Context: an optimization exercise on an open-source flow, tuned for small area, a short achievable clock period and few clock cycles per item. The choices shown serve that exercise and are no tape-out recipe.
No run shown here included a check of the RTL's function; only the layout flow was run.
Power figures rest on the tool's default switching activity, not on a simulated workload.

[run.sh]
#!/bin/bash
# synth_recipe.tcl (not shown) runs the flow's synth.tcl, then flattens the netlist and writes it again
# the make line also repeats each setting of config.mk as NAME=value (left out here)
make -C /OpenROAD-flow-scripts/flow DESIGN_CONFIG=/design/flow/config.mk WORK_HOME=/design/flow/orfs CLKGATE_MAP_FILE= SYNTH_SCRIPT=/design/flow/synth_recipe.tcl finish
[config.mk]
export PLATFORM = sky130hd
export DESIGN_NAME = pcie_cfg_rc
export DESIGN_NICKNAME = pcie_cfg_rc
export VERILOG_FILES = /design/flow/design.v
export SDC_FILE = /design/flow/constraint.sdc
export NUM_CORES = 4
export LEC_CHECK = 0
export CAP_MARGIN = 20
export CORE_MARGIN = 2
export CORE_UTILIZATION = 40
export PLACE_DENSITY = 0.6
export SETUP_SLACK_MARGIN = 4.7
export SLEW_MARGIN = 20
export TNS_END_PERCENT = 20
[constraint.sdc]
create_clock -name core_clock -period 8.0 [get_ports {clk}]
set_input_delay 1.6000 -clock core_clock [delete_from_list [all_inputs] [get_ports {clk}]]
set_output_delay 1.6000 -clock core_clock [all_outputs]
set_load 0.01 [all_outputs]
[design.v]
module pcie_cap #(
    parameter [3:0]  PORT_TYPE   = 4'h0,    
    parameter        SLOT_IMPL   = 0,
    parameter [12:0] SLOT_NUM    = 13'd0,
    parameter        FLR_HANDLER = 0,
    parameter [3:0]  MAX_SPEED   = 4'd1,
    parameter [5:0]  MAX_WIDTH   = 6'd1,
    parameter [7:0]  NEXT_PTR    = 8'h00
) (
    input  wire        clk,
    input  wire        rst,
    input  wire [3:0]  dw,           
    output reg  [31:0] rd_data,
    input  wire        we,           
    input  wire [3:0]  be,
    input  wire [31:0] wd,
    input  wire        presence_in,
    output wire        flr_fire
);
    localparam [15:0] CAPS_REG  = {7'b0, SLOT_IMPL ? 1'b1 : 1'b0, PORT_TYPE, 4'h2};
    localparam [31:0] DEVCAP    = FLR_HANDLER ? 32'h1000_0000 : 32'h0;
    localparam [31:0] LINKCAP   = {11'b0, SLOT_IMPL ? 1'b1 : 1'b0, 10'b0, MAX_WIDTH, MAX_SPEED};
    localparam [31:0] SLOTCAP   = SLOT_IMPL ? {SLOT_NUM, 19'h00060} : 32'h0;
    localparam SPW = (MAX_SPEED > 4'd7) ? 4 : (MAX_SPEED > 4'd3) ? 3 : (MAX_SPEED > 4'd1) ? 2 : 1;
    reg [14:0] devctl;
    reg [4:0]  linkctl_lo;      
    reg [15:6] linkctl_hi;
    reg [3:0]  slotctl;         
    reg [15:0] rootctl;
    reg [15:0] devctl2;
    reg [15:4] linkctl2_hi;
    reg [SPW-1:0] speed;
    reg [15:0] slotctl2;
    reg        presence;
    wire [15:0] speed16   = {{(16-SPW){1'b0}}, speed};
    wire [15:0] linkctl2  = {linkctl2_hi, speed16[3:0]};
    wire [15:0] linksts   = {6'b0, MAX_WIDTH, speed16[3:0]};
    wire [15:0] slotctl16 = SLOT_IMPL ? {3'b0, slotctl[3], 6'b0, slotctl[2:0], 3'b0} : 16'h0;
    wire [15:0] slotsts   = SLOT_IMPL ? {9'b0, presence, 6'b0} : 16'h0;
    wire [3:0] req_speed = wd[3:0];
    wire [3:0] new_speed = rst ? MAX_SPEED : (req_speed > MAX_SPEED) ? MAX_SPEED : req_speed;
    always @(*) begin
        case (dw)
            4'd0:    rd_data = {CAPS_REG, NEXT_PTR, 8'h10};
            4'd1:    rd_data = DEVCAP;
            4'd2:    rd_data = {17'h0, devctl};
            4'd3:    rd_data = LINKCAP;
            4'd4:    rd_data = {linksts, linkctl_hi, 1'b0, linkctl_lo};
            4'd5:    rd_data = SLOTCAP;
            4'd6:    rd_data = {slotsts, slotctl16};
            4'd7:    rd_data = {16'h0000, rootctl};
            4'd10:   rd_data = {16'h0000, devctl2};
            4'd12:   rd_data = {16'h0000, linkctl2};
            4'd14:   rd_data = {16'h0000, slotctl2};
            default: rd_data = 32'h0;
        endcase
    end
    wire w2  = we && (dw == 4'd2);
    wire w4  = we && (dw == 4'd4);
    wire w6  = we && (dw == 4'd6);
    wire w7  = we && (dw == 4'd7);
    wire w10 = we && (dw == 4'd10);
    wire w12 = we && (dw == 4'd12);
    wire w14 = we && (dw == 4'd14);
    assign flr_fire = (FLR_HANDLER != 0) && w2 && be[1] && wd[15];
    always @(posedge clk)
        presence <= SLOT_IMPL ? presence_in : 1'b0;
    always @(posedge clk) begin
        if (rst || (w2 && be[0]))  devctl[7:0]     <= wd[7:0];
        if (rst || (w2 && be[1]))  devctl[14:8]    <= wd[14:8];
        if (rst || (w4 && be[0])) begin
            linkctl_lo       <= wd[4:0];
            linkctl_hi[7:6]  <= wd[7:6];
        end
        if (rst || (w4 && be[1]))  linkctl_hi[15:8] <= wd[15:8];
        if (rst || (w6 && be[0]))  slotctl[2:0]    <= SLOT_IMPL ? wd[5:3] : 3'b0;
        if (rst || (w6 && be[1]))  slotctl[3]      <= SLOT_IMPL ? wd[12] : 1'b0;
        if (rst || (w7 && be[0]))  rootctl[7:0]    <= wd[7:0];
        if (rst || (w7 && be[1]))  rootctl[15:8]   <= wd[15:8];
        if (rst || (w10 && be[0])) devctl2[7:0]    <= wd[7:0];
        if (rst || (w10 && be[1])) devctl2[15:8]   <= wd[15:8];
        if (rst || (w12 && be[0])) begin
            linkctl2_hi[7:4] <= wd[7:4];
            speed            <= new_speed[SPW-1:0];
        end
        if (rst || (w12 && be[1])) linkctl2_hi[15:8] <= wd[15:8];
        if (rst || (w14 && be[0])) slotctl2[7:0]   <= wd[7:0];
        if (rst || (w14 && be[1])) slotctl2[15:8]  <= wd[15:8];
    end
endmodule
module pcie_type1_fn #(
    parameter [15:0] VENDOR_ID   = 16'h1414,
    parameter [15:0] DEVICE_ID   = 16'h0000,
    parameter [31:0] CLASS_REV   = 32'h0604_0000,
    parameter        MULTI_FN    = 0,
    parameter [3:0]  PORT_TYPE   = 4'h4,
    parameter        SLOT_IMPL   = 0,
    parameter [12:0] SLOT_NUM    = 13'd0,
    parameter [3:0]  MAX_SPEED   = 4'd1,
    parameter [5:0]  MAX_WIDTH   = 6'd1,
    parameter [31:0] EXT_STUB    = 32'h0
) (
    input  wire        clk,
    input  wire        rst,
    input  wire [9:0]  dw,           
    output reg  [31:0] rd_data,
    output wire        rd_err,       
    input  wire        we,           
    input  wire [3:0]  be,
    input  wire [31:0] wd,
    input  wire        presence_in,
    output wire [7:0]  sec_bus,
    output wire [7:0]  sub_bus
);
    reg [6:0]  cmd_lo;               
    reg [2:0]  cmd_hi;               
    reg [7:0]  latency_timer;
    reg [7:0]  interrupt_line;
    reg [7:0]  primary_bus;
    reg [7:0]  secondary_bus;
    reg [7:0]  subordinate_bus;
    reg [15:0] mem_base, mem_limit, pf_base, pf_limit;
    reg [31:0] pf_base_upper, pf_limit_upper;
    assign sec_bus = secondary_bus;
    assign sub_bus = subordinate_bus;
    wire [15:0] command = {5'b0, cmd_hi, 1'b0, cmd_lo};
    wire        hdr_sel = (dw[9:4] == 6'd0);
    wire        cap_sel = (dw[9:4] == 6'd1) && (dw[3:0] != 4'd15);
    wire        stub    = (dw == 10'd64);
    wire [31:0] cap_rd;
    wire        cap_flr;
    assign rd_err = !(hdr_sel || cap_sel || stub);
    pcie_cap #(
        .PORT_TYPE(PORT_TYPE), .SLOT_IMPL(SLOT_IMPL), .SLOT_NUM(SLOT_NUM),
        .FLR_HANDLER(0), .MAX_SPEED(MAX_SPEED), .MAX_WIDTH(MAX_WIDTH),
        .NEXT_PTR(8'h00)
    ) u_cap (
        .clk(clk), .rst(rst), .dw(dw[3:0]), .rd_data(cap_rd),
        .we(we && cap_sel), .be(be), .wd(wd),
        .presence_in(presence_in), .flr_fire(cap_flr)
    );
    always @(*) begin
        rd_data = 32'h0;
        if (cap_sel) begin
            rd_data = cap_rd;
        end else if (stub) begin
            rd_data = EXT_STUB;
        end else if (hdr_sel) begin
            case (dw[3:0])
                4'd0:  rd_data = {DEVICE_ID, VENDOR_ID};
                4'd1:  rd_data = {16'h0010, command};
                4'd2:  rd_data = CLASS_REV;
                4'd3:  rd_data = {8'h00, MULTI_FN ? 8'h81 : 8'h01, latency_timer, 8'h00};
                4'd6:  rd_data = {8'h00, subordinate_bus, secondary_bus, primary_bus};
                4'd8:  rd_data = {mem_limit, mem_base};
                4'd9:  rd_data = {pf_limit, pf_base};
                4'd10: rd_data = pf_base_upper;
                4'd11: rd_data = pf_limit_upper;
                4'd13: rd_data = 32'h0000_0040;
                4'd15: rd_data = {24'h0, interrupt_line};
                default: rd_data = 32'h0;
            endcase
        end
    end
    wire hw = we && hdr_sel;
    wire w1  = hw && (dw[3:0] == 4'd1);
    wire w3  = hw && (dw[3:0] == 4'd3);
    wire w6  = hw && (dw[3:0] == 4'd6);
    wire w8  = hw && (dw[3:0] == 4'd8);
    wire w9  = hw && (dw[3:0] == 4'd9);
    wire w10 = hw && (dw[3:0] == 4'd10);
    wire w11 = hw && (dw[3:0] == 4'd11);
    wire w15 = hw && (dw[3:0] == 4'd15);
    always @(posedge clk) begin
        if (rst || (w1 && be[0]))  cmd_lo <= wd[6:0];
        if (rst || (w1 && be[1]))  cmd_hi <= wd[10:8];
        if (rst || (w3 && be[1]))  latency_timer <= wd[15:8];
        if (rst || (w6 && be[0]))  primary_bus <= wd[7:0];
        if (rst || (w6 && be[1]))  secondary_bus <= wd[15:8];
        if (rst || (w6 && be[2]))  subordinate_bus <= wd[23:16];
        if (rst || (w8 && be[0]))  mem_base[7:0]   <= wd[7:0];
        if (rst || (w8 && be[1]))  mem_base[15:8]  <= wd[15:8];
        if (rst || (w8 && be[2]))  mem_limit[7:0]  <= wd[23:16];
        if (rst || (w8 && be[3]))  mem_limit[15:8] <= wd[31:24];
        if (rst || (w9 && be[0]))  pf_base[7:0]    <= wd[7:0];
        if (rst || (w9 && be[1]))  pf_base[15:8]   <= wd[15:8];
        if (rst || (w9 && be[2]))  pf_limit[7:0]   <= wd[23:16];
        if (rst || (w9 && be[3]))  pf_limit[15:8]  <= wd[31:24];
        if (rst || (w10 && be[0])) pf_base_upper[7:0]   <= wd[7:0];
        if (rst || (w10 && be[1])) pf_base_upper[15:8]  <= wd[15:8];
        if (rst || (w10 && be[2])) pf_base_upper[23:16] <= wd[23:16];
        if (rst || (w10 && be[3])) pf_base_upper[31:24] <= wd[31:24];
        if (rst || (w11 && be[0])) pf_limit_upper[7:0]   <= wd[7:0];
        if (rst || (w11 && be[1])) pf_limit_upper[15:8]  <= wd[15:8];
        if (rst || (w11 && be[2])) pf_limit_upper[23:16] <= wd[23:16];
        if (rst || (w11 && be[3])) pf_limit_upper[31:24] <= wd[31:24];
        if (rst || (w15 && be[0])) interrupt_line <= wd[7:0];
    end
endmodule
module pcie_type0_fn #(
    parameter [15:0] VENDOR_ID   = 16'h1414,
    parameter [15:0] DEVICE_ID   = 16'h0000,
    parameter [31:0] CLASS_REV   = 32'h0000_0000,
    parameter [31:0] SUBSYS      = 32'h0000_0000,   
    parameter [63:0] BAR_LEN0    = 64'h0,           
    parameter [63:0] BAR_LEN1    = 64'h0,
    parameter [63:0] BAR_LEN2    = 64'h0,
    parameter [2:0]  INTX_PIN    = 3'd0,            
    parameter        FLR_HANDLER = 1,
    parameter [3:0]  MAX_SPEED   = 4'd1,
    parameter [5:0]  MAX_WIDTH   = 6'd1,
    parameter        RO_CAP      = 0,               
    parameter [7:0]  RO_CAP_ID   = 8'h09,
    parameter [15:0] RO_CAP_HI   = 16'h0000,        
    parameter [31:0] RO_CAP_DW1  = 32'h0,
    parameter [31:0] EXT_STUB    = 32'h0
) (
    input  wire        clk,
    input  wire        rst,
    input  wire [9:0]  dw,
    output reg  [31:0] rd_data,
    output wire        rd_err,
    input  wire        we,
    input  wire [3:0]  be,
    input  wire [31:0] wd,
    input  wire        intx_in,
    output wire        intx_out,
    output wire        mmio_en,
    output wire        flr_fire
);
    function [63:0] pair_mask;
        input [63:0] len;
        reg   [63:0] size;
        integer      i;
        begin
            size = 64'h1000;
            for (i = 12; i < 63; i = i + 1)
                if (size < len)
                    size = size << 1;
            pair_mask = (len == 64'h0) ? 64'h0 : ~(size - 64'h1);
        end
    endfunction
    localparam [63:0] MASK01 = pair_mask(BAR_LEN0);
    localparam [63:0] MASK23 = pair_mask(BAR_LEN1);
    localparam [63:0] MASK45 = pair_mask(BAR_LEN2);
    localparam [191:0] BAR_MASKS = {MASK45, MASK23, MASK01};
    reg [6:0]  cmd_lo;               
    reg [2:0]  cmd_hi;               
    reg [7:0]  latency_timer;
    reg [7:0]  interrupt_line;
    reg [191:0] bars;                
    reg [2:0]  bar_b2;               
    reg        intx_latched;
    wire [15:0] command = {5'b0, cmd_hi, 1'b0, cmd_lo};
    wire intx_present = (INTX_PIN != 3'd0);
    assign mmio_en  = cmd_lo[1];
    assign intx_out = intx_present && intx_latched && !cmd_hi[2];
    always @(posedge clk)
        intx_latched <= intx_present ? intx_in : 1'b0;
    localparam [7:0] PCIE_NEXT = RO_CAP ? 8'h7C : 8'h00;
    wire        hdr_sel = (dw[9:4] == 6'd0);
    wire        cap_sel = (dw[9:4] == 6'd1) && (dw[3:0] != 4'd15);
    wire        ro_sel  = RO_CAP && ((dw == 10'd31) || (dw == 10'd32));
    wire        stub    = (dw == 10'd64);
    wire [31:0] cap_rd;
    assign rd_err = !(hdr_sel || cap_sel || ro_sel || stub);
    pcie_cap #(
        .PORT_TYPE(4'h0), .SLOT_IMPL(0), .SLOT_NUM(13'd0),
        .FLR_HANDLER(FLR_HANDLER), .MAX_SPEED(MAX_SPEED), .MAX_WIDTH(MAX_WIDTH),
        .NEXT_PTR(PCIE_NEXT)
    ) u_cap (
        .clk(clk), .rst(rst), .dw(dw[3:0]), .rd_data(cap_rd),
        .we(we && cap_sel), .be(be), .wd(wd),
        .presence_in(1'b0), .flr_fire(flr_fire)
    );
    wire [15:0] status = {12'h001, intx_present && intx_latched, 3'b000};
    function [31:0] bar_val;
        input integer k;
        input [31:0] v;
        input        b2;
        begin
            bar_val = v & BAR_MASKS[k*32 +: 32];
            if (k % 2 == 0 && BAR_MASKS[k*32 +: 32] != 32'h0)
                bar_val[2] = b2;
        end
    endfunction
    always @(*) begin
        rd_data = 32'h0;
        if (cap_sel) begin
            rd_data = cap_rd;
        end else if (ro_sel) begin
            rd_data = dw[0] ? {RO_CAP_HI, 8'h00, RO_CAP_ID} : RO_CAP_DW1;
        end else if (stub) begin
            rd_data = EXT_STUB;
        end else if (hdr_sel) begin
            case (dw[3:0])
                4'd0:  rd_data = {DEVICE_ID, VENDOR_ID};
                4'd1:  rd_data = {status, command};
                4'd2:  rd_data = CLASS_REV;
                4'd3:  rd_data = {16'h0000, latency_timer, 8'h00};
                4'd4:  rd_data = bar_val(0, bars[0 +: 32], bar_b2[0]);
                4'd5:  rd_data = bar_val(1, bars[32 +: 32], 1'b0);
                4'd6:  rd_data = bar_val(2, bars[64 +: 32], bar_b2[1]);
                4'd7:  rd_data = bar_val(3, bars[96 +: 32], 1'b0);
                4'd8:  rd_data = bar_val(4, bars[128 +: 32], bar_b2[2]);
                4'd9:  rd_data = bar_val(5, bars[160 +: 32], 1'b0);
                4'd11: rd_data = SUBSYS;
                4'd13: rd_data = 32'h0000_0040;
                4'd15: rd_data = {16'h0000, 5'b0, INTX_PIN, interrupt_line};
                default: rd_data = 32'h0;
            endcase
        end
    end
    wire hw  = we && hdr_sel;
    wire w1  = hw && (dw[3:0] == 4'd1);
    wire w3  = hw && (dw[3:0] == 4'd3);
    wire w15 = hw && (dw[3:0] == 4'd15);
    wire wb  = hw && !cmd_lo[1];
    always @(posedge clk) begin
        if (rst || (w1 && be[0]))  cmd_lo <= wd[6:0];
        if (rst || (w1 && be[1]))  cmd_hi <= wd[10:8];
        if (rst || (w3 && be[1]))  latency_timer <= wd[15:8];
        if (rst || (w15 && be[0])) interrupt_line <= wd[7:0];
    end
    genvar k, b;
    generate
        for (k = 0; k < 6; k = k + 1) begin : g_bar
            wire wk = wb && (dw[3:0] == k + 4);
            for (b = 0; b < 4; b = b + 1) begin : g_byte
                always @(posedge clk)
                    if (rst || (wk && be[b])) bars[32*k + 8*b +: 8] <= wd[8*b +: 8];
            end
            if (k % 2 == 0) begin : g_b2
                always @(posedge clk)
                    if (rst || (wk && (|be))) bar_b2[k/2] <= !rst;
            end
        end
    endgenerate
endmodule
module pcie_cfg_rc (
    input  wire        clk,
    input  wire        rst,
    input  wire        req_valid,
    output wire        req_ready,
    input  wire        req_write,
    input  wire [2:0]  req_size,      
    input  wire [27:0] req_addr,      
    input  wire [31:0] req_wdata,     
    output reg         rsp_valid,
    output reg  [31:0] rsp_rdata,
    output reg  [1:0]  rsp_err,       
    input  wire [2:0]  intx_in,       
    input  wire [3:0]  presence_in,   
    output wire [2:0]  intx_out,      
    output wire [2:0]  mmio_en,       
    output reg  [2:0]  flr            
);
    localparam [31:0] EXT_STUB = 32'h0000_0000;
    localparam RP0 = 0, RP1 = 1, USP = 2, DSP0 = 3, DSP1 = 4, EP0 = 5, EP1 = 6, EP2 = 7;
    assign req_ready = 1'b1;
    wire [1:0]  in_lane = req_addr[1:0];
    wire in_sz1 = (req_size == 3'd1);
    wire in_sz2 = (req_size == 3'd2);
    wire in_sz4 = (req_size == 3'd4);
    wire in_size_ok  = in_sz1 || in_sz2 || in_sz4;
    wire in_align_ok = in_sz2 ? (in_lane[0] == 1'b0) :
                       in_sz4 ? (in_lane == 2'b00) : 1'b1;
    reg         q_valid, q_write, q_size_err, q_align_err, q_sz1, q_sz4;
    reg [1:0]   lane;
    reg [3:0]   be;              
    reg [31:0]  wd_lane;         
    reg [9:0]   dw;              
    reg [7:0]   bus;
    reg         bus0, df0, df1, df8;
    always @(posedge clk) begin
        q_valid     <= req_valid && !rst;
        q_write     <= req_write;
        q_size_err  <= !in_size_ok;
        q_align_err <= !in_align_ok;
        q_sz1       <= in_sz1;
        q_sz4       <= in_sz4;
        lane        <= in_lane;
        be          <= in_sz4 ? 4'b1111 :
                       in_sz2 ? (in_lane[1] ? 4'b1100 : 4'b0011) :
                       (4'b0001 << in_lane);
        wd_lane[7:0]   <= req_wdata[7:0];
        wd_lane[15:8]  <= in_lane[0] ? req_wdata[7:0] : req_wdata[15:8];
        wd_lane[23:16] <= in_lane[1] ? req_wdata[7:0] : req_wdata[23:16];
        wd_lane[31:24] <= (in_lane == 2'd3) ? req_wdata[7:0] :
                          (in_lane == 2'd2) ? req_wdata[15:8] : req_wdata[31:24];
        dw          <= req_addr[11:2];
        bus         <= req_addr[27:20];
        bus0        <= (req_addr[27:20] == 8'd0);
        df0         <= (req_addr[19:12] == 8'h00);
        df1         <= (req_addr[19:12] == 8'h01);
        df8         <= (req_addr[19:12] == 8'h08);
    end
    wire sz1 = q_sz1;
    wire sz4 = q_sz4;
    wire size_ok  = !q_size_err;
    wire align_ok = !q_align_err;
    wire [31:0] wd = rst ? 32'h0 : wd_lane;
    wire [7:0]  fn_wr;
    wire [31:0] fn_rd [0:7];
    wire [7:0]  fn_err;
    wire [7:0]  sec [0:4];
    wire [7:0]  sub [0:4];
    wire [2:0]  ep_flr;
    pcie_type1_fn #(.DEVICE_ID(16'hC030), .CLASS_REV(32'h0604_0001), .MULTI_FN(0),
        .PORT_TYPE(4'h4), .SLOT_IMPL(1), .SLOT_NUM(13'd1),
        .MAX_SPEED(4'd4), .MAX_WIDTH(6'd16), .EXT_STUB(EXT_STUB))
    u_rp0 (.clk(clk), .rst(rst), .dw(dw), .rd_data(fn_rd[RP0]), .rd_err(fn_err[RP0]),
        .we(fn_wr[RP0]), .be(be), .wd(wd), .presence_in(presence_in[0]),
        .sec_bus(sec[RP0]), .sub_bus(sub[RP0]));
    pcie_type1_fn #(.DEVICE_ID(16'hC030), .CLASS_REV(32'h0604_0001), .MULTI_FN(0),
        .PORT_TYPE(4'h4), .SLOT_IMPL(1), .SLOT_NUM(13'd2),
        .MAX_SPEED(4'd5), .MAX_WIDTH(6'd8), .EXT_STUB(EXT_STUB))
    u_rp1 (.clk(clk), .rst(rst), .dw(dw), .rd_data(fn_rd[RP1]), .rd_err(fn_err[RP1]),
        .we(fn_wr[RP1]), .be(be), .wd(wd), .presence_in(presence_in[1]),
        .sec_bus(sec[RP1]), .sub_bus(sub[RP1]));
    pcie_type1_fn #(.DEVICE_ID(16'hC031), .CLASS_REV(32'h0604_0002), .MULTI_FN(0),
        .PORT_TYPE(4'h5), .SLOT_IMPL(0), .SLOT_NUM(13'd0),
        .MAX_SPEED(4'd5), .MAX_WIDTH(6'd8), .EXT_STUB(EXT_STUB))
    u_usp (.clk(clk), .rst(rst), .dw(dw), .rd_data(fn_rd[USP]), .rd_err(fn_err[USP]),
        .we(fn_wr[USP]), .be(be), .wd(wd), .presence_in(1'b0),
        .sec_bus(sec[USP]), .sub_bus(sub[USP]));
    pcie_type1_fn #(.DEVICE_ID(16'hC032), .CLASS_REV(32'h0604_0002), .MULTI_FN(1),
        .PORT_TYPE(4'h6), .SLOT_IMPL(1), .SLOT_NUM(13'd3),
        .MAX_SPEED(4'd5), .MAX_WIDTH(6'd4), .EXT_STUB(EXT_STUB))
    u_dsp0 (.clk(clk), .rst(rst), .dw(dw), .rd_data(fn_rd[DSP0]), .rd_err(fn_err[DSP0]),
        .we(fn_wr[DSP0]), .be(be), .wd(wd), .presence_in(presence_in[2]),
        .sec_bus(sec[DSP0]), .sub_bus(sub[DSP0]));
    pcie_type1_fn #(.DEVICE_ID(16'hC032), .CLASS_REV(32'h0604_0002), .MULTI_FN(1),
        .PORT_TYPE(4'h6), .SLOT_IMPL(1), .SLOT_NUM(13'd4),
        .MAX_SPEED(4'd3), .MAX_WIDTH(6'd4), .EXT_STUB(EXT_STUB))
    u_dsp1 (.clk(clk), .rst(rst), .dw(dw), .rd_data(fn_rd[DSP1]), .rd_err(fn_err[DSP1]),
        .we(fn_wr[DSP1]), .be(be), .wd(wd), .presence_in(presence_in[3]),
        .sec_bus(sec[DSP1]), .sub_bus(sub[DSP1]));
    pcie_type0_fn #(.DEVICE_ID(16'h00A0), .CLASS_REV(32'h0108_0201), .SUBSYS(32'h0001_1414),
        .BAR_LEN0(64'h0000_0000_0000_1000), .BAR_LEN1(64'h0000_0000_0020_0000), .BAR_LEN2(64'h0),
        .INTX_PIN(3'd1), .FLR_HANDLER(1), .MAX_SPEED(4'd4), .MAX_WIDTH(6'd4),
        .RO_CAP(0), .EXT_STUB(EXT_STUB))
    u_ep0 (.clk(clk), .rst(rst), .dw(dw), .rd_data(fn_rd[EP0]), .rd_err(fn_err[EP0]),
        .we(fn_wr[EP0]), .be(be), .wd(wd), .intx_in(intx_in[0]), .intx_out(intx_out[0]),
        .mmio_en(mmio_en[0]), .flr_fire(ep_flr[0]));
    pcie_type0_fn #(.DEVICE_ID(16'h00B1), .CLASS_REV(32'h0200_0010), .SUBSYS(32'h0002_1414),
        .BAR_LEN0(64'h0000_0000_0000_3000), .BAR_LEN1(64'h0), .BAR_LEN2(64'h0000_0001_0000_0000),
        .INTX_PIN(3'd2), .FLR_HANDLER(1), .MAX_SPEED(4'd5), .MAX_WIDTH(6'd2),
        .RO_CAP(0), .EXT_STUB(EXT_STUB))
    u_ep1 (.clk(clk), .rst(rst), .dw(dw), .rd_data(fn_rd[EP1]), .rd_err(fn_err[EP1]),
        .we(fn_wr[EP1]), .be(be), .wd(wd), .intx_in(intx_in[1]), .intx_out(intx_out[1]),
        .mmio_en(mmio_en[1]), .flr_fire(ep_flr[1]));
    pcie_type0_fn #(.DEVICE_ID(16'h00C2), .CLASS_REV(32'h1180_0003), .SUBSYS(32'h0003_1414),
        .BAR_LEN0(64'h0000_0000_0008_0000), .BAR_LEN1(64'h0), .BAR_LEN2(64'h0),
        .INTX_PIN(3'd0), .FLR_HANDLER(0), .MAX_SPEED(4'd3), .MAX_WIDTH(6'd1),
        .RO_CAP(1), .RO_CAP_ID(8'h09), .RO_CAP_HI(16'h0108), .RO_CAP_DW1(32'h5A5A_0001),
        .EXT_STUB(EXT_STUB))
    u_ep2 (.clk(clk), .rst(rst), .dw(dw), .rd_data(fn_rd[EP2]), .rd_err(fn_err[EP2]),
        .we(fn_wr[EP2]), .be(be), .wd(wd), .intx_in(intx_in[2]), .intx_out(intx_out[2]),
        .mmio_en(mmio_en[2]), .flr_fire(ep_flr[2]));
    function le8;
        input [7:0] a;
        input [7:0] b;
        integer j, k;
        reg gt, eq_above;
        begin
            gt = 1'b0;
            for (j = 0; j < 8; j = j + 1) begin
                eq_above = 1'b1;
                for (k = j + 1; k < 8; k = k + 1)
                    eq_above = eq_above & ~(a[k] ^ b[k]);
                gt = gt | (a[j] & ~b[j] & eq_above);
            end
            le8 = ~gt;
        end
    endfunction
    function in_range;
        input [7:0] s;
        input [7:0] u;
        input [7:0] b;
        begin
            in_range = le8(s, u) && le8(s, b) && le8(b, u);
        end
    endfunction
    reg [7:0] tgt;
    always @(*) begin
        tgt = 8'h00;
        if (bus0) begin
            if (df0) tgt[RP0] = 1'b1;
            else if (df8) tgt[RP1] = 1'b1;
        end else if (in_range(sec[RP0], sub[RP0], bus)) begin
            if (bus == sec[RP0] && df0) tgt[EP0] = 1'b1;
        end else if (in_range(sec[RP1], sub[RP1], bus)) begin
            if (bus == sec[RP1]) begin
                if (df0) tgt[USP] = 1'b1;
            end else if (in_range(sec[USP], sub[USP], bus)) begin
                if (bus == sec[USP]) begin
                    if (df0) tgt[DSP0] = 1'b1;
                    else if (df1) tgt[DSP1] = 1'b1;
                end else if (in_range(sec[DSP0], sub[DSP0], bus)) begin
                    if (bus == sec[DSP0] && df0) tgt[EP1] = 1'b1;
                end else if (in_range(sec[DSP1], sub[DSP1], bus)) begin
                    if (bus == sec[DSP1] && df0) tgt[EP2] = 1'b1;
                end
            end
        end
    end
    reg [31:0] t_rd;
    reg        t_err;
    integer    i;
    always @(*) begin
        t_rd  = (|tgt) ? 32'h0 : 32'hFFFF_FFFF;
        t_err = 1'b0;
        for (i = 0; i < 8; i = i + 1) begin
            t_rd  = t_rd  | (tgt[i] ? fn_rd[i] : 32'h0);
            t_err = t_err | (tgt[i] & fn_err[i]);
        end
    end
    wire [31:0] read_val;
    assign read_val[7:0]   = t_rd[8*lane +: 8];
    assign read_val[15:8]  = sz1 ? 8'h00 : (lane[1] ? t_rd[31:24] : t_rd[15:8]);
    assign read_val[31:16] = sz4 ? t_rd[31:16] : 16'h0000;
    wire wr_ok = q_valid && q_write && size_ok && align_ok;
    assign fn_wr = wr_ok ? tgt : 8'h00;
    always @(posedge clk) begin
        rsp_rdata <= read_val;
        rsp_err   <= !size_ok ? 2'd2 : !align_ok ? 2'd3 : t_err ? 2'd1 : 2'd0;
        if (rst) begin
            rsp_valid <= 1'b0;
            flr       <= 3'b000;
        end else begin
            rsp_valid <= q_valid;
            flr       <= {1'b0, fn_wr[EP1] & ep_flr[1], fn_wr[EP0] & ep_flr[0]};
        end
    end
endmodule
==> results of run 1 <==
## stage by stage
stage | utilization | hold WS (ns) | power, mW | worst slack [ns] | std cells
final | 0.506 | 0.423 | 24.9 | 3.93 | 8977
after global routing | 0.506 | 0.453 | 25.5 | 4.03 | 8966
after CTS | 0.494 | 0.425 | 24.7 | 4.21 | 8871
after detailed placement | 0.432 | 0.407 | 15.0 | 2.16 | 8268
after global placement | 0.432 | 0.410 | 14.9 | 2.29 | 8260
after floorplan | - | 0.393 | 14.1 | 4.17 | 5530
## timing repair
item	4_1_cts	5_1_grt
endpoints found under the setup margin	1974	2015
resized for setup	719	324
pin swaps	143	76
cloned	23	8
buffers inserted	193	82
## cell type report
class / instances / area (um2) / share of cell area
repair buffers: 761 / 8270 / 0.0796
inverters: 62 / 270 / 0.00260
well taps: 2688 / 3360 / 0.0324
clock inverters: 122 / 1290 / 0.0125
clock buffers: 265 / 5430 / 0.0523
flip-flops and latches: 2061 / 60800 / 0.586
multi-input cells: 3004 / 24300 / 0.234
diodes: 14 / 35.0 / 0.000338
## registers in the layout, summed over array words and instances, names as in the netlist, 32 cells and up
register / flops
u_rp1.pf_limit_upper: 32
u_dsp1.pf_limit_upper: 32
u_ep1.bars: 82
u_ep2.bars: 45
rsp_rdata: 32
u_usp.pf_base_upper: 32
wd_lane: 32
u_dsp0.pf_base_upper: 32
u_rp0.pf_base_upper: 32
u_rp1.pf_base_upper: 32
u_ep0.bars: 95
u_dsp1.pf_base_upper: 32
u_rp0.pf_limit_upper: 32
u_dsp0.pf_limit_upper: 32
u_usp.pf_limit_upper: 32
## worst max-delay path, delay by kind of cell (launching register included)
kind | cells | cell delay, ns
AOI/OAI and AO/OA | 3 | 1.10
and+or+nand+nor | 3 | 0.85
DFF | 1 | 0.48
muxes | 1 | 0.26
buffers and inverters | 4 | 1.18
## layer usage
| layer | track usage | up-vias | share of wire | wire (um) |
|---|---|---|---|---|
| met4 | 0.189 | 27 | 0.074 | 25000 |
| met5 | 0.0207 | - | 0.0025 | 863 |
| met2 | 0.433 | 5341 | 0.41 | 141000 |
| li1 | - | 23649 | - | - |
| met3 | 0.128 | 1232 | 0.16 | 53200 |
| met1 | 0.397 | 30252 | 0.35 | 120000 |
## where the power goes
| group | switching, mW | leakage (nW) | internal [mW] | total (mW) |
|---|---|---|---|---|
| clock | 4.31 | 3.24 | 5.38 | 9.69 |
| combinational | 1.44 | 11.2 | 0.678 | 2.12 |
| sequential | 0.329 | 19.7 | 12.8 | 13.1 |
## worst max-delay path by stage
stage / endpoint / depth (start not counted) / slack [ns]
2_1_floorplan: u_dsp0.pf_base[0] / 11 / 4.17
3_3_place_gp: u_ep2.bars[43] / 11 / 2.29
3_5_place_dp: u_ep2.u_cap.devctl[11] / 9 / 2.16
4_1_cts: u_rp0.u_cap.devctl[8] / 8 / 4.21
5_1_grt: rsp_rdata[6] / 18 / 4.03
6_report: rsp_rdata[2] / 11 / 3.93
## cell families after synthesis
group | after synthesis
compound gates | 1864
fa+ha+maj | 110
mux | 129
other cells | 2
buf+inv | 470
simple gates | 892
xor+xnor | 1
flops | 2061
## layout by cell type (no fill, tap or decap), types with 52 or more instances in the layout
master,count
edfxtp_1,1952
a22oi_1,486
buf_4,429
a21oi_1,298
o21ai_0,249
clkbuf_16,216
nand2_1,214
nor2_1,136
clkdlybuf4s50_1,112
nand3_1,105
a31oi_1,97
ha_1,95
dfxtp_1,93
a22o_1,87
mux2i_1,82
a222oi_1,81
buf_6,81
buf_12,78
o22ai_1,72
o21ai_4,71
a221oi_1,65
clkbuf_1,55
clkinv_1,52
==> flow_summary_export.csv, run 1 <==
group,metric,value,unit
worst_setup_path,start_kind,"register",
global_route,grt_pass1_wl,454000,um
yosys,muxShareOfSynthArea,0.0167,
yosys,postSynthAreaPerCell,15.0,um2
route,drc,0,
clock_network,cts_buffers,206,
yosys,synth_seq_area_share,0.734,
timing,tightest_slew,1.24,ns
pwr,vdd_drop_max,246,uV
clock_network,cts_tree,"yes",
yosys,synth-edff-count,1952,
worst_setup_path,reg2reg_depth,11,
yosys,synth_top_area_cell,"edfxtp_1",
route,post_drt_via_cell_ratio,6.74,
pwr,leakage,34.1,nW
yosys,netlist_area,82800,um2
status,status,"no timing/DRC/antenna violations",
finish,area_growth,25.4,%
global_route,grt_pass1_vias,56138,
clock_network,clk_pin_slew,0.06,ns
floorplanning,rows,166,
yosys,synth_compound_area_frac,0.153,
worst_setup_path,r2r-end,"rsp_rdata[2]",
timing,worst_clock_skew,0.0555,ns
timing,fmax,0.246,GHz
route,firstDrtPassIters,8,
yosys,syn_inst,5529,
pwr,power_per_cell_area,240,nW/um2
worst_setup_path,setup.worst_path.class,"register to register",
floorplanning,ios,119,
timing,final-setup-viol-count,0,
timing,report.final.slew_viol_count,0,
yosys,ys.flop_type,"edfxtp_1",
timing,post-route-min-period,4.07,ns
route,wire_per_inst,37.8,um
worst_setup_path,critical_path_arrival,4.79,ns
floorplanning,die_y,459,um
finish,num-nets-final,6280,
global_route,grtUsageTotal,0.310,
placed_design,dp.final_hpwl,201000,um
min_path,holdCritStartpoint,"q_size_err",
timing,worst_slew_margin_rel,0.174,
timing,post-route-period-util,0.508,
floorplanning,start_util,0.403,
min_path,hold_end,"rsp_err[0]",
finish,fillCellCount,16815,
finish,final_area,104000,um2
floorplanning,fp.dieW,459,um
yosys,synthTopCellsByCount,"1,952 x edfxtp_1, 490 x a22oi_1, 375 x o21ai_0",
clock_network,clk_path_buf_depth,3,
worst_setup_path,critPathSlowestCell,"a222oi_1",
placed_design,gp_congestion,1.01,
timing,tns,0,ns
worst_setup_path,crit_path_end_kind,"register",
job,cap_violations,0,
clock_network,holdBufCountCts,0,
floorplanning,dieArea,211000,um2
route,vias,60501,
timing,rsz0062_at_grt,"true",
yosys,yosysMostFrequentCell,"edfxtp_1",
yosys,synth_top_family_by_area,"compound AO/OA/AOI/OAI gates",
yosys,yosysWarnings,17,
global_route,grt_overflow,0,
yosys,synth_xor_area_frac,0.000106,
route,wl,340000,um
clock_network,clock_latency,0.90,ns
clock_network,clock_sinks,2061,
clock_network,htree_levels,4,
clock_network,cts-root-buf,"clkbuf_16",
yosys,synth_fa_ha_area_frac,0.0166,
placed_design,postPlaceCellArea,88700,um2
yosys,synth-seq-cells,2061,
yosys,synth_cell_type_count,103,
finish,drive_gt1_frac,0.247,
global_route,grt_max_degree,147,
min_path,hold_class,"register to register",
min_path,worstHoldPathCells,1,
worst_setup_path,crit_start,"dw[3]",
worst_setup_path,max_stage_delay,0.81,ns
worst_setup_path,worstPathRequired,8.72,ns
worst_setup_path,crit_path_max_fanout,17,
route,drtIter0Drc,11342,
placed_design,numPortBuffers,114,
yosys,synth.area.top_cells,"edfxtp_1 71%, a22oi_1 4.4%, dfxtp_1 2.6%",
yosys,synth_top_area_frac,0.708,
global_route,antenna_found_initial,25,
yosys,synthSimpleGateAreaFrac,0.0547,
worst_setup_path,cp_cell_sequence,"buf_12, buf_4, nand4_1, nand3_1, buf_4, buf_4, o2bb2ai_1, a222oi_1, nand4_1, mux2i_1, a22oi_2",
floorplanning,core,205000,um2
timing,hold_violations,0,
route,ant_nets,0,
worst_setup_path,reg2reg_from,"dw[3]",
yosys,synth_async_sr_flop_share,0,
worst_setup_path,crit_path_frequent_cell,"buf_4",
worst_setup_path,r2r_slack,3.93,ns
==> inputs of run 2 (changes only) <==
--- a/design.v
+++ b/design.v
@@ -13,5 +13,5 @@
     output reg  [31:0] rd_data,
     input  wire        we,           
-    input  wire [3:0]  be,
+    input  wire [63:0] wsb,          
     input  wire [31:0] wd,
     input  wire        presence_in,
@@ -56,35 +56,28 @@
         endcase
     end
-    wire w2  = we && (dw == 4'd2);
-    wire w4  = we && (dw == 4'd4);
-    wire w6  = we && (dw == 4'd6);
-    wire w7  = we && (dw == 4'd7);
-    wire w10 = we && (dw == 4'd10);
-    wire w12 = we && (dw == 4'd12);
-    wire w14 = we && (dw == 4'd14);
-    assign flr_fire = (FLR_HANDLER != 0) && w2 && be[1] && wd[15];
+    assign flr_fire = (FLR_HANDLER != 0) && we && wsb[9] && wd[15];
     always @(posedge clk)
         presence <= SLOT_IMPL ? presence_in : 1'b0;
     always @(posedge clk) begin
-        if (rst || (w2 && be[0]))  devctl[7:0]     <= wd[7:0];
-        if (rst || (w2 && be[1]))  devctl[14:8]    <= wd[14:8];
-        if (rst || (w4 && be[0])) begin
+        if (rst || (we && wsb[8]))  devctl[7:0]     <= wd[7:0];
+        if (rst || (we && wsb[9]))  devctl[14:8]    <= wd[14:8];
+        if (rst || (we && wsb[16])) begin
             linkctl_lo       <= wd[4:0];
             linkctl_hi[7:6]  <= wd[7:6];
         end
-        if (rst || (w4 && be[1]))  linkctl_hi[15:8] <= wd[15:8];
-        if (rst || (w6 && be[0]))  slotctl[2:0]    <= SLOT_IMPL ? wd[5:3] : 3'b0;
-        if (rst || (w6 && be[1]))  slotctl[3]      <= SLOT_IMPL ? wd[12] : 1'b0;
-        if (rst || (w7 && be[0]))  rootctl[7:0]    <= wd[7:0];
-        if (rst || (w7 && be[1]))  rootctl[15:8]   <= wd[15:8];
-        if (rst || (w10 && be[0])) devctl2[7:0]    <= wd[7:0];
-        if (rst || (w10 && be[1])) devctl2[15:8]   <= wd[15:8];
-        if (rst || (w12 && be[0])) begin
+        if (rst || (we && wsb[17]))  linkctl_hi[15:8] <= wd[15:8];
+        if (rst || (we && wsb[24]))  slotctl[2:0]    <= SLOT_IMPL ? wd[5:3] : 3'b0;
+        if (rst || (we && wsb[25]))  slotctl[3]      <= SLOT_IMPL ? wd[12] : 1'b0;
+        if (rst || (we && wsb[28]))  rootctl[7:0]    <= wd[7:0];
+        if (rst || (we && wsb[29]))  rootctl[15:8]   <= wd[15:8];
+        if (rst || (we && wsb[40])) devctl2[7:0]    <= wd[7:0];
+        if (rst || (we && wsb[41])) devctl2[15:8]   <= wd[15:8];
+        if (rst || (we && wsb[48])) begin
             linkctl2_hi[7:4] <= wd[7:4];
             speed            <= new_speed[SPW-1:0];
         end
-        if (rst || (w12 && be[1])) linkctl2_hi[15:8] <= wd[15:8];
-        if (rst || (w14 && be[0])) slotctl2[7:0]   <= wd[7:0];
-        if (rst || (w14 && be[1])) slotctl2[15:8]  <= wd[15:8];
+        if (rst || (we && wsb[49])) linkctl2_hi[15:8] <= wd[15:8];
+        if (rst || (we && wsb[56])) slotctl2[7:0]   <= wd[7:0];
+        if (rst || (we && wsb[57])) slotctl2[15:8]  <= wd[15:8];
     end
 endmodule
@@ -107,5 +100,5 @@
     output wire        rd_err,       
     input  wire        we,           
-    input  wire [3:0]  be,
+    input  wire [127:0] wsb,         
     input  wire [31:0] wd,
     input  wire        presence_in,
@@ -137,5 +130,5 @@
     ) u_cap (
         .clk(clk), .rst(rst), .dw(dw[3:0]), .rd_data(cap_rd),
-        .we(we && cap_sel), .be(be), .wd(wd),
+        .we(we), .wsb(wsb[127:64]), .wd(wd),
         .presence_in(presence_in), .flr_fire(cap_flr)
     );
@@ -163,37 +156,28 @@
         end
     end
-    wire hw = we && hdr_sel;
-    wire w1  = hw && (dw[3:0] == 4'd1);
-    wire w3  = hw && (dw[3:0] == 4'd3);
-    wire w6  = hw && (dw[3:0] == 4'd6);
-    wire w8  = hw && (dw[3:0] == 4'd8);
-    wire w9  = hw && (dw[3:0] == 4'd9);
-    wire w10 = hw && (dw[3:0] == 4'd10);
-    wire w11 = hw && (dw[3:0] == 4'd11);
-    wire w15 = hw && (dw[3:0] == 4'd15);
     always @(posedge clk) begin
-        if (rst || (w1 && be[0]))  cmd_lo <= wd[6:0];
-        if (rst || (w1 && be[1]))  cmd_hi <= wd[10:8];
-        if (rst || (w3 && be[1]))  latency_timer <= wd[15:8];
-        if (rst || (w6 && be[0]))  primary_bus <= wd[7:0];
-        if (rst || (w6 && be[1]))  secondary_bus <= wd[15:8];
-        if (rst || (w6 && be[2]))  subordinate_bus <= wd[23:16];
-        if (rst || (w8 && be[0]))  mem_base[7:0]   <= wd[7:0];
-        if (rst || (w8 && be[1]))  mem_base[15:8]  <= wd[15:8];
-        if (rst || (w8 && be[2]))  mem_limit[7:0]  <= wd[23:16];
-        if (rst || (w8 && be[3]))  mem_limit[15:8] <= wd[31:24];
-        if (rst || (w9 && be[0]))  pf_base[7:0]    <= wd[7:0];
-        if (rst || (w9 && be[1]))  pf_base[15:8]   <= wd[15:8];
-        if (rst || (w9 && be[2]))  pf_limit[7:0]   <= wd[23:16];
-        if (rst || (w9 && be[3]))  pf_limit[15:8]  <= wd[31:24];
-        if (rst || (w10 && be[0])) pf_base_upper[7:0]   <= wd[7:0];
-        if (rst || (w10 && be[1])) pf_base_upper[15:8]  <= wd[15:8];
-        if (rst || (w10 && be[2])) pf_base_upper[23:16] <= wd[23:16];
-        if (rst || (w10 && be[3])) pf_base_upper[31:24] <= wd[31:24];
-        if (rst || (w11 && be[0])) pf_limit_upper[7:0]   <= wd[7:0];
-        if (rst || (w11 && be[1])) pf_limit_upper[15:8]  <= wd[15:8];
-        if (rst || (w11 && be[2])) pf_limit_upper[23:16] <= wd[23:16];
-        if (rst || (w11 && be[3])) pf_limit_upper[31:24] <= wd[31:24];
-        if (rst || (w15 && be[0])) interrupt_line <= wd[7:0];
+        if (rst || (we && wsb[4]))  cmd_lo <= wd[6:0];
+        if (rst || (we && wsb[5]))  cmd_hi <= wd[10:8];
+        if (rst || (we && wsb[13]))  latency_timer <= wd[15:8];
+        if (rst || (we && wsb[24]))  primary_bus <= wd[7:0];
+        if (rst || (we && wsb[25]))  secondary_bus <= wd[15:8];
+        if (rst || (we && wsb[26]))  subordinate_bus <= wd[23:16];
+        if (rst || (we && wsb[32]))  mem_base[7:0]   <= wd[7:0];
+        if (rst || (we && wsb[33]))  mem_base[15:8]  <= wd[15:8];
+        if (rst || (we && wsb[34]))  mem_limit[7:0]  <= wd[23:16];
+        if (rst || (we && wsb[35]))  mem_limit[15:8] <= wd[31:24];
+        if (rst || (we && wsb[36]))  pf_base[7:0]    <= wd[7:0];
+        if (rst || (we && wsb[37]))  pf_base[15:8]   <= wd[15:8];
+        if (rst || (we && wsb[38]))  pf_limit[7:0]   <= wd[23:16];
+        if (rst || (we && wsb[39]))  pf_limit[15:8]  <= wd[31:24];
+        if (rst || (we && wsb[40])) pf_base_upper[7:0]   <= wd[7:0];
+        if (rst || (we && wsb[41])) pf_base_upper[15:8]  <= wd[15:8];
+        if (rst || (we && wsb[42])) pf_base_upper[23:16] <= wd[23:16];
+        if (rst || (we && wsb[43])) pf_base_upper[31:24] <= wd[31:24];
+        if (rst || (we && wsb[44])) pf_limit_upper[7:0]   <= wd[7:0];
+        if (rst || (we && wsb[45])) pf_limit_upper[15:8]  <= wd[15:8];
+        if (rst || (we && wsb[46])) pf_limit_upper[23:16] <= wd[23:16];
+        if (rst || (we && wsb[47])) pf_limit_upper[31:24] <= wd[31:24];
+        if (rst || (we && wsb[60])) interrupt_line <= wd[7:0];
     end
 endmodule
@@ -221,6 +205,6 @@
     output reg  [31:0] rd_data,
     output wire        rd_err,
-    input  wire        we,
-    input  wire [3:0]  be,
+    input  wire        we,           
+    input  wire [127:0] wsb,         
     input  wire [31:0] wd,
     input  wire        intx_in,
@@ -271,5 +255,5 @@
     ) u_cap (
         .clk(clk), .rst(rst), .dw(dw[3:0]), .rd_data(cap_rd),
-        .we(we && cap_sel), .be(be), .wd(wd),
+        .we(we), .wsb(wsb[127:64]), .wd(wd),
         .presence_in(1'b0), .flr_fire(flr_fire)
     );
@@ -312,26 +296,21 @@
         end
     end
-    wire hw  = we && hdr_sel;
-    wire w1  = hw && (dw[3:0] == 4'd1);
-    wire w3  = hw && (dw[3:0] == 4'd3);
-    wire w15 = hw && (dw[3:0] == 4'd15);
-    wire wb  = hw && !cmd_lo[1];
+    wire wb  = we && !cmd_lo[1];
     always @(posedge clk) begin
-        if (rst || (w1 && be[0]))  cmd_lo <= wd[6:0];
-        if (rst || (w1 && be[1]))  cmd_hi <= wd[10:8];
-        if (rst || (w3 && be[1]))  latency_timer <= wd[15:8];
-        if (rst || (w15 && be[0])) interrupt_line <= wd[7:0];
+        if (rst || (we && wsb[4]))  cmd_lo <= wd[6:0];
+        if (rst || (we && wsb[5]))  cmd_hi <= wd[10:8];
+        if (rst || (we && wsb[13]))  latency_timer <= wd[15:8];
+        if (rst || (we && wsb[60])) interrupt_line <= wd[7:0];
     end
     genvar k, b;
     generate
         for (k = 0; k < 6; k = k + 1) begin : g_bar
-            wire wk = wb && (dw[3:0] == k + 4);
             for (b = 0; b < 4; b = b + 1) begin : g_byte
                 always @(posedge clk)
-                    if (rst || (wk && be[b])) bars[32*k + 8*b +: 8] <= wd[8*b +: 8];
+                    if (rst || (wb && wsb[4*(k+4)+b])) bars[32*k + 8*b +: 8] <= wd[8*b +: 8];
             end
             if (k % 2 == 0) begin : g_b2
                 always @(posedge clk)
-                    if (rst || (wk && (|be))) bar_b2[k/2] <= !rst;
+                    if (rst || (wb && (|wsb[4*(k+4) +: 4]))) bar_b2[k/2] <= !rst;
             end
         end
@@ -371,6 +350,8 @@
     reg [31:0]  wd_lane;         
     reg [9:0]   dw;              
+    reg [31:0]  wsel;            
     reg [7:0]   bus;
     reg         bus0, df0, df1, df8;
+    integer     n, m;
     always @(posedge clk) begin
         q_valid     <= req_valid && !rst;
@@ -390,4 +371,7 @@
                           (in_lane == 2'd2) ? req_wdata[15:8] : req_wdata[31:24];
         dw          <= req_addr[11:2];
+        for (n = 0; n < 32; n = n + 1)
+            wsel[n] <= req_valid && req_write && in_size_ok && in_align_ok &&
+                       (req_addr[11:2] == n) && (n != 15 + 16);
         bus         <= req_addr[27:20];
         bus0        <= (req_addr[27:20] == 8'd0);
@@ -401,4 +385,8 @@
     wire align_ok = !q_align_err;
     wire [31:0] wd = rst ? 32'h0 : wd_lane;
+    reg [127:0] wsb;
+    always @(*)
+        for (m = 0; m < 128; m = m + 1)
+            wsb[m] = wsel[m / 4] && be[m % 4];
     wire [7:0]  fn_wr;
     wire [31:0] fn_rd [0:7];
@@ -411,5 +399,5 @@
         .MAX_SPEED(4'd4), .MAX_WIDTH(6'd16), .EXT_STUB(EXT_STUB))
     u_rp0 (.clk(clk), .rst(rst), .dw(dw), .rd_data(fn_rd[RP0]), .rd_err(fn_err[RP0]),
-        .we(fn_wr[RP0]), .be(be), .wd(wd), .presence_in(presence_in[0]),
+        .we(fn_wr[RP0]), .wsb(wsb), .wd(wd), .presence_in(presence_in[0]),
         .sec_bus(sec[RP0]), .sub_bus(sub[RP0]));
     pcie_type1_fn #(.DEVICE_ID(16'hC030), .CLASS_REV(32'h0604_0001), .MULTI_FN(0),
@@ -417,5 +405,5 @@
         .MAX_SPEED(4'd5), .MAX_WIDTH(6'd8), .EXT_STUB(EXT_STUB))
     u_rp1 (.clk(clk), .rst(rst), .dw(dw), .rd_data(fn_rd[RP1]), .rd_err(fn_err[RP1]),
-        .we(fn_wr[RP1]), .be(be), .wd(wd), .presence_in(presence_in[1]),
+        .we(fn_wr[RP1]), .wsb(wsb), .wd(wd), .presence_in(presence_in[1]),
         .sec_bus(sec[RP1]), .sub_bus(sub[RP1]));
     pcie_type1_fn #(.DEVICE_ID(16'hC031), .CLASS_REV(32'h0604_0002), .MULTI_FN(0),
@@ -423,5 +411,5 @@
         .MAX_SPEED(4'd5), .MAX_WIDTH(6'd8), .EXT_STUB(EXT_STUB))
     u_usp (.clk(clk), .rst(rst), .dw(dw), .rd_data(fn_rd[USP]), .rd_err(fn_err[USP]),
-        .we(fn_wr[USP]), .be(be), .wd(wd), .presence_in(1'b0),
+        .we(fn_wr[USP]), .wsb(wsb), .wd(wd), .presence_in(1'b0),
         .sec_bus(sec[USP]), .sub_bus(sub[USP]));
     pcie_type1_fn #(.DEVICE_ID(16'hC032), .CLASS_REV(32'h0604_0002), .MULTI_FN(1),
@@ -429,5 +417,5 @@
         .MAX_SPEED(4'd5), .MAX_WIDTH(6'd4), .EXT_STUB(EXT_STUB))
     u_dsp0 (.clk(clk), .rst(rst), .dw(dw), .rd_data(fn_rd[DSP0]), .rd_err(fn_err[DSP0]),
-        .we(fn_wr[DSP0]), .be(be), .wd(wd), .presence_in(presence_in[2]),
+        .we(fn_wr[DSP0]), .wsb(wsb), .wd(wd), .presence_in(presence_in[2]),
         .sec_bus(sec[DSP0]), .sub_bus(sub[DSP0]));
     pcie_type1_fn #(.DEVICE_ID(16'hC032), .CLASS_REV(32'h0604_0002), .MULTI_FN(1),
@@ -435,5 +423,5 @@
         .MAX_SPEED(4'd3), .MAX_WIDTH(6'd4), .EXT_STUB(EXT_STUB))
     u_dsp1 (.clk(clk), .rst(rst), .dw(dw), .rd_data(fn_rd[DSP1]), .rd_err(fn_err[DSP1]),
-        .we(fn_wr[DSP1]), .be(be), .wd(wd), .presence_in(presence_in[3]),
+        .we(fn_wr[DSP1]), .wsb(wsb), .wd(wd), .presence_in(presence_in[3]),
         .sec_bus(sec[DSP1]), .sub_bus(sub[DSP1]));
     pcie_type0_fn #(.DEVICE_ID(16'h00A0), .CLASS_REV(32'h0108_0201), .SUBSYS(32'h0001_1414),
@@ -442,5 +430,5 @@
         .RO_CAP(0), .EXT_STUB(EXT_STUB))
     u_ep0 (.clk(clk), .rst(rst), .dw(dw), .rd_data(fn_rd[EP0]), .rd_err(fn_err[EP0]),
-        .we(fn_wr[EP0]), .be(be), .wd(wd), .intx_in(intx_in[0]), .intx_out(intx_out[0]),
+        .we(fn_wr[EP0]), .wsb(wsb), .wd(wd), .intx_in(intx_in[0]), .intx_out(intx_out[0]),
         .mmio_en(mmio_en[0]), .flr_fire(ep_flr[0]));
     pcie_type0_fn #(.DEVICE_ID(16'h00B1), .CLASS_REV(32'h0200_0010), .SUBSYS(32'h0002_1414),
@@ -449,5 +437,5 @@
         .RO_CAP(0), .EXT_STUB(EXT_STUB))
     u_ep1 (.clk(clk), .rst(rst), .dw(dw), .rd_data(fn_rd[EP1]), .rd_err(fn_err[EP1]),
-        .we(fn_wr[EP1]), .be(be), .wd(wd), .intx_in(intx_in[1]), .intx_out(intx_out[1]),
+        .we(fn_wr[EP1]), .wsb(wsb), .wd(wd), .intx_in(intx_in[1]), .intx_out(intx_out[1]),
         .mmio_en(mmio_en[1]), .flr_fire(ep_flr[1]));
     pcie_type0_fn #(.DEVICE_ID(16'h00C2), .CLASS_REV(32'h1180_0003), .SUBSYS(32'h0003_1414),
@@ -457,5 +445,5 @@
         .EXT_STUB(EXT_STUB))
     u_ep2 (.clk(clk), .rst(rst), .dw(dw), .rd_data(fn_rd[EP2]), .rd_err(fn_err[EP2]),
-        .we(fn_wr[EP2]), .be(be), .wd(wd), .intx_in(intx_in[2]), .intx_out(intx_out[2]),
+        .we(fn_wr[EP2]), .wsb(wsb), .wd(wd), .intx_in(intx_in[2]), .intx_out(intx_out[2]),
         .mmio_en(mmio_en[2]), .flr_fire(ep_flr[2]));
     function le8;
@@ -521,6 +509,5 @@
     assign read_val[15:8]  = sz1 ? 8'h00 : (lane[1] ? t_rd[31:24] : t_rd[15:8]);
     assign read_val[31:16] = sz4 ? t_rd[31:16] : 16'h0000;
-    wire wr_ok = q_valid && q_write && size_ok && align_ok;
-    assign fn_wr = wr_ok ? tgt : 8'h00;
+    assign fn_wr = tgt;
     always @(posedge clk) begin
         rsp_rdata <= read_val;
==> flow_summary_export.csv, run 2 <==
group,metric,value,unit
status,status,"no timing/DRC/antenna violations",
timing,worst_clock_skew,0.0670,ns
worst_setup_path,crit_path_end,"rsp_rdata[5]",
global_route,busiest_layer,"met2",
global_route,grt_pass1_wl,443000,um
finish,area_growth,24.2,%
worst_setup_path,crit_path_end_kind,"register",
floorplanning,core,203000,um2
worst_setup_path,r2r-end,"rsp_rdata[5]",
yosys,yosysMostFrequentCell,"edfxtp_1",
route,drtIter0Drc,10354,
floorplanning,start_util,0.403,
finish,largest_reg_flops,95,
finish,num-nets-final,6105,
worst_setup_path,worstPathRequired,8.77,ns
timing,fmax,0.241,GHz
finish,final_area,102000,um2
worst_setup_path,setup.worst_path.class,"register to register",
timing,tns,0,ns
pwr,p_int,19.0,mW
clock_network,htree_levels,4,
route,firstDrtPassIters,8,
yosys,synthTopCellsByCount,"1,952 x edfxtp_1, 586 x a22oi_1, 315 x o21ai_0",
job,cap_violations,0,
floorplanning,fp.dieW,456,um
clock_network,clk_pin_slew,0.07,ns
placed_design,dp.final_hpwl,198000,um
yosys,synth_top_area_frac,0.717,
yosys,postSynthAreaPerCell,15.4,um2
pwr,leakage,33.4,nW
worst_setup_path,r2r_slack,3.84,ns
yosys,synth_seq_area_share,0.748,
global_route,grt_pass1_vias,54422,
min_path,holdCritStartpoint,"q_size_err",
pwr,power_per_cell_area,246,nW/um2
yosys,netlist_area,81800,um2
route,vias,58313,
yosys,synth-edff-count,1952,
clock_network,cts_buffers,200,
finish,largest-register,"u_ep0.bars",
placed_design,postPlaceCellArea,87700,um2
clock_network,cts-root-buf,"clkbuf_16",
timing,final-setup-viol-count,0,
yosys,synth-seq-cells,2078,
finish,final_cells,8784,
placed_design,numPortBuffers,114,
yosys,synth_top_area_cell,"edfxtp_1",
finish,final_common_cell,"edfxtp_1",
yosys,syn_inst,5316,
clock_network,holdBufCountCts,0,
pwr,clockPowerShare,0.390,
worst_setup_path,reg2reg_from,"u_usp.secondary_bus[6]",
finish,drive_gt1_frac,0.236,
timing,report.final.slew_viol_count,0,
route,ant_nets,0,
route,drc,0,
pwr,swShare,0.237,
worst_setup_path,crit_path_max_fanout,5,
finish,final_util,0.501,
placed_design,pre_cts_ws,2.16,ns
floorplanning,dieArea,208000,um2
yosys,synth_cell_type_count,95,
clock_network,clock_latency,0.89,ns
global_route,grt_use_met1,0.375,
timing,post-route-period-util,0.519,
finish,top_regs,"u_ep0.bars x95, u_ep1.bars x82, u_ep2.bars x45",
timing,hold_violations,0,
global_route,met3_usage,0.106,
route,post_drt_via_cell_ratio,6.64,
clock_network,clk_path_buf_depth,3,
clock_network,cts_tree,"yes",
global_route,antenna_found_initial,25,
global_route,grt_max_degree,117,
placed_design,place_inst,8051,
pwr,total_power,24.9,mW
placed_design,gp_congestion,1.03,
global_route,grtUsageTotal,0.303,
timing,fin_ws,3.84,ns
worst_setup_path,crit_start,"u_usp.secondary_bus[6]",
route,wire_per_inst,37.5,um
timing,worst_slew_margin_rel,0.138,
floorplanning,ios,119,
worst_setup_path,start_kind,"register",
min_path,hold_class,"register to register",
floorplanning,rows,165,
timing,tightest_slew,1.28,ns
clock_network,clock_sinks,2078,
pwr,vdd_drop_max,235,uV
floorplanning,die_y,456,um
pwr,seqPwrFrac,0.529,
yosys,synth.area.top_cells,"edfxtp_1 72%, a22oi_1 5.4%, dfxtp_1 3.1%",
yosys,ys.flop_type,"edfxtp_1",
global_route,grt_overflow,0,
finish,mostFrequentLayoutCells,"1,952 x edfxtp_1, 581 x a22oi_1, 459 x buf_4",
pwr,p_sw,5.92,mW
timing,rsz0062_at_grt,"true",
yosys,yosysWarnings,17,
worst_setup_path,reg2reg_depth,14,
global_route,use_met2,0.450,
route,wl,330000,um
worst_setup_path,critical_path_arrival,4.93,ns
timing,holdWs,0.400,ns
timing,post-route-min-period,4.16,ns
yosys,synth_async_sr_flop_share,0,
pwr,comb_power_share,0.081,
run 2: cell count changes in the layout (fill, tap and decap cells not counted), sizes merged, moves of 19 or more:
cell,before,now
nand3,137,194
mux2i,83,24
a222oi,81,105
nor2,168,139
mux2,43,21
o22ai,87,42
a22oi,490,586
nand2,295,223
a21oi,323,240
a22o,87,58
o21ai,392,316
clkinv,101,82
run 2: repair_timing:
| action | 4_1_cts | 5_1_grt |
|---|---|---|
| gates resized for setup | 583 | 222 |
| setup buffers | 233 | 73 |
| setup endpoints to repair | 1591 | 1385 |
| pin swaps | 138 | 97 |
| cloned | 24 | 8 |
| endpoints found under the hold margin | 0 | 0 |
run 2: worst min path at each step:
stage	to	slack, ns	cells past startpoint
after global placement	rsp_err[0]	0.39	1
final	rsp_err[0]	0.40	1
after detailed placement	rsp_err[0]	0.39	1
after floorplan	rsp_err[0]	0.38	1
after global routing	rsp_err[0]	0.42	1
after CTS	rsp_err[0]	0.40	1
run 2: per-layer routing:
metal	share of wire	vias to the layer above
met3	0.14	1198
met5	0.00091	-
li1	-	23137
met2	0.43	4625
met4	0.082	22
met1	0.35	29331
run 2: cell type report:
class                   instances  area (um2)
diodes                         25        62.6
clock buffers                 252        5330
clock inverters               116        1370
fillers                     16791      101000
inverters                      65         280
multi-input cells            2801       22000
flip-flops and latches       2078       61200
well taps                    2672        3340
repair buffers                775        7970
run 2: power by group through the flow:
stage / clock network (mW) / logic [mW] / registers (mW)
detailed placement: 0 / 1.54 / 13.4
floorplan: 0 / 0.801 / 13.3
global route: 10.2 / 2.07 / 13.3
global placement: 0 / 1.51 / 13.4
finish: 9.72 / 2.01 / 13.2
CTS: 9.75 / 1.84 / 13.2
run 2: worst max-delay path, cell delays in order, from the launching register on:
cell and delay [ns]:
edfxtp_1 0.53, ha_4 0.29, o2111a_2 0.29, a2bb2o_4 0.22, nor4_4 0.25, buf_4 0.18, nand3b_1 0.09, buf_6 0.15
buf_8 0.13, or3_4 0.35, buf_12 0.15, or3_4 0.38, nand4_1 0.61, o31ai_2 0.18, a22oi_1 0.25
run 2: cells by family (layout without fill, tap and decap cells):
| kind of cell | Yosys count | count (layout) | synth area share |
|---|---|---|---|
| and+or+nand+nor | 873 | 881 | 0.0556 |
| DFF | 2078 | 2078 | 0.748 |
| muxes | 49 | 49 | 0.00693 |
| adders and majority gates | 110 | 110 | 0.0168 |
| xor gates and xnor gates | 3 | 3 | 0.000321 |
| other | 2 | 28 | 0.0000918 |
| AOI/OAI and AO/OA | 1755 | 1755 | 0.150 |
| buffers and inverters | 446 | 1208 | 0.0229 |

[separate check: timing with driven ports]
In the flow no input, the clock included, has a driving cell. The finished layouts below were timed again as built, in two steps.
Step 1 assumes that a clkbuf_16 drives the clock port and a buf_2 every other input.
Step 2, shift: input delay + t, output delay - t, t = (earliest + latest rising clock arrival at the registers) / 2. This alone moves slack from input paths to output paths.
Slacks: ideal / step 1 / step 2; pairs: ideal / step 1.
run | t, ns | setup slack, ns | slew at the worst register clock pin (ns) | worst slew at a driven data input, ns
run 1 | 0.970 | 3.934 / 3.934 / 3.400 | 0.07 / 0.07 | 0.08
run 2 | 0.947 | 3.845 / 3.845 / 3.453 | 0.07 / 0.07 | 0.13
After both steps every run listed still meets setup and hold. For run 1, which loses most, drivers alone change the setup slack by 0.000 ns; drivers and shift together by -0.534 ns.
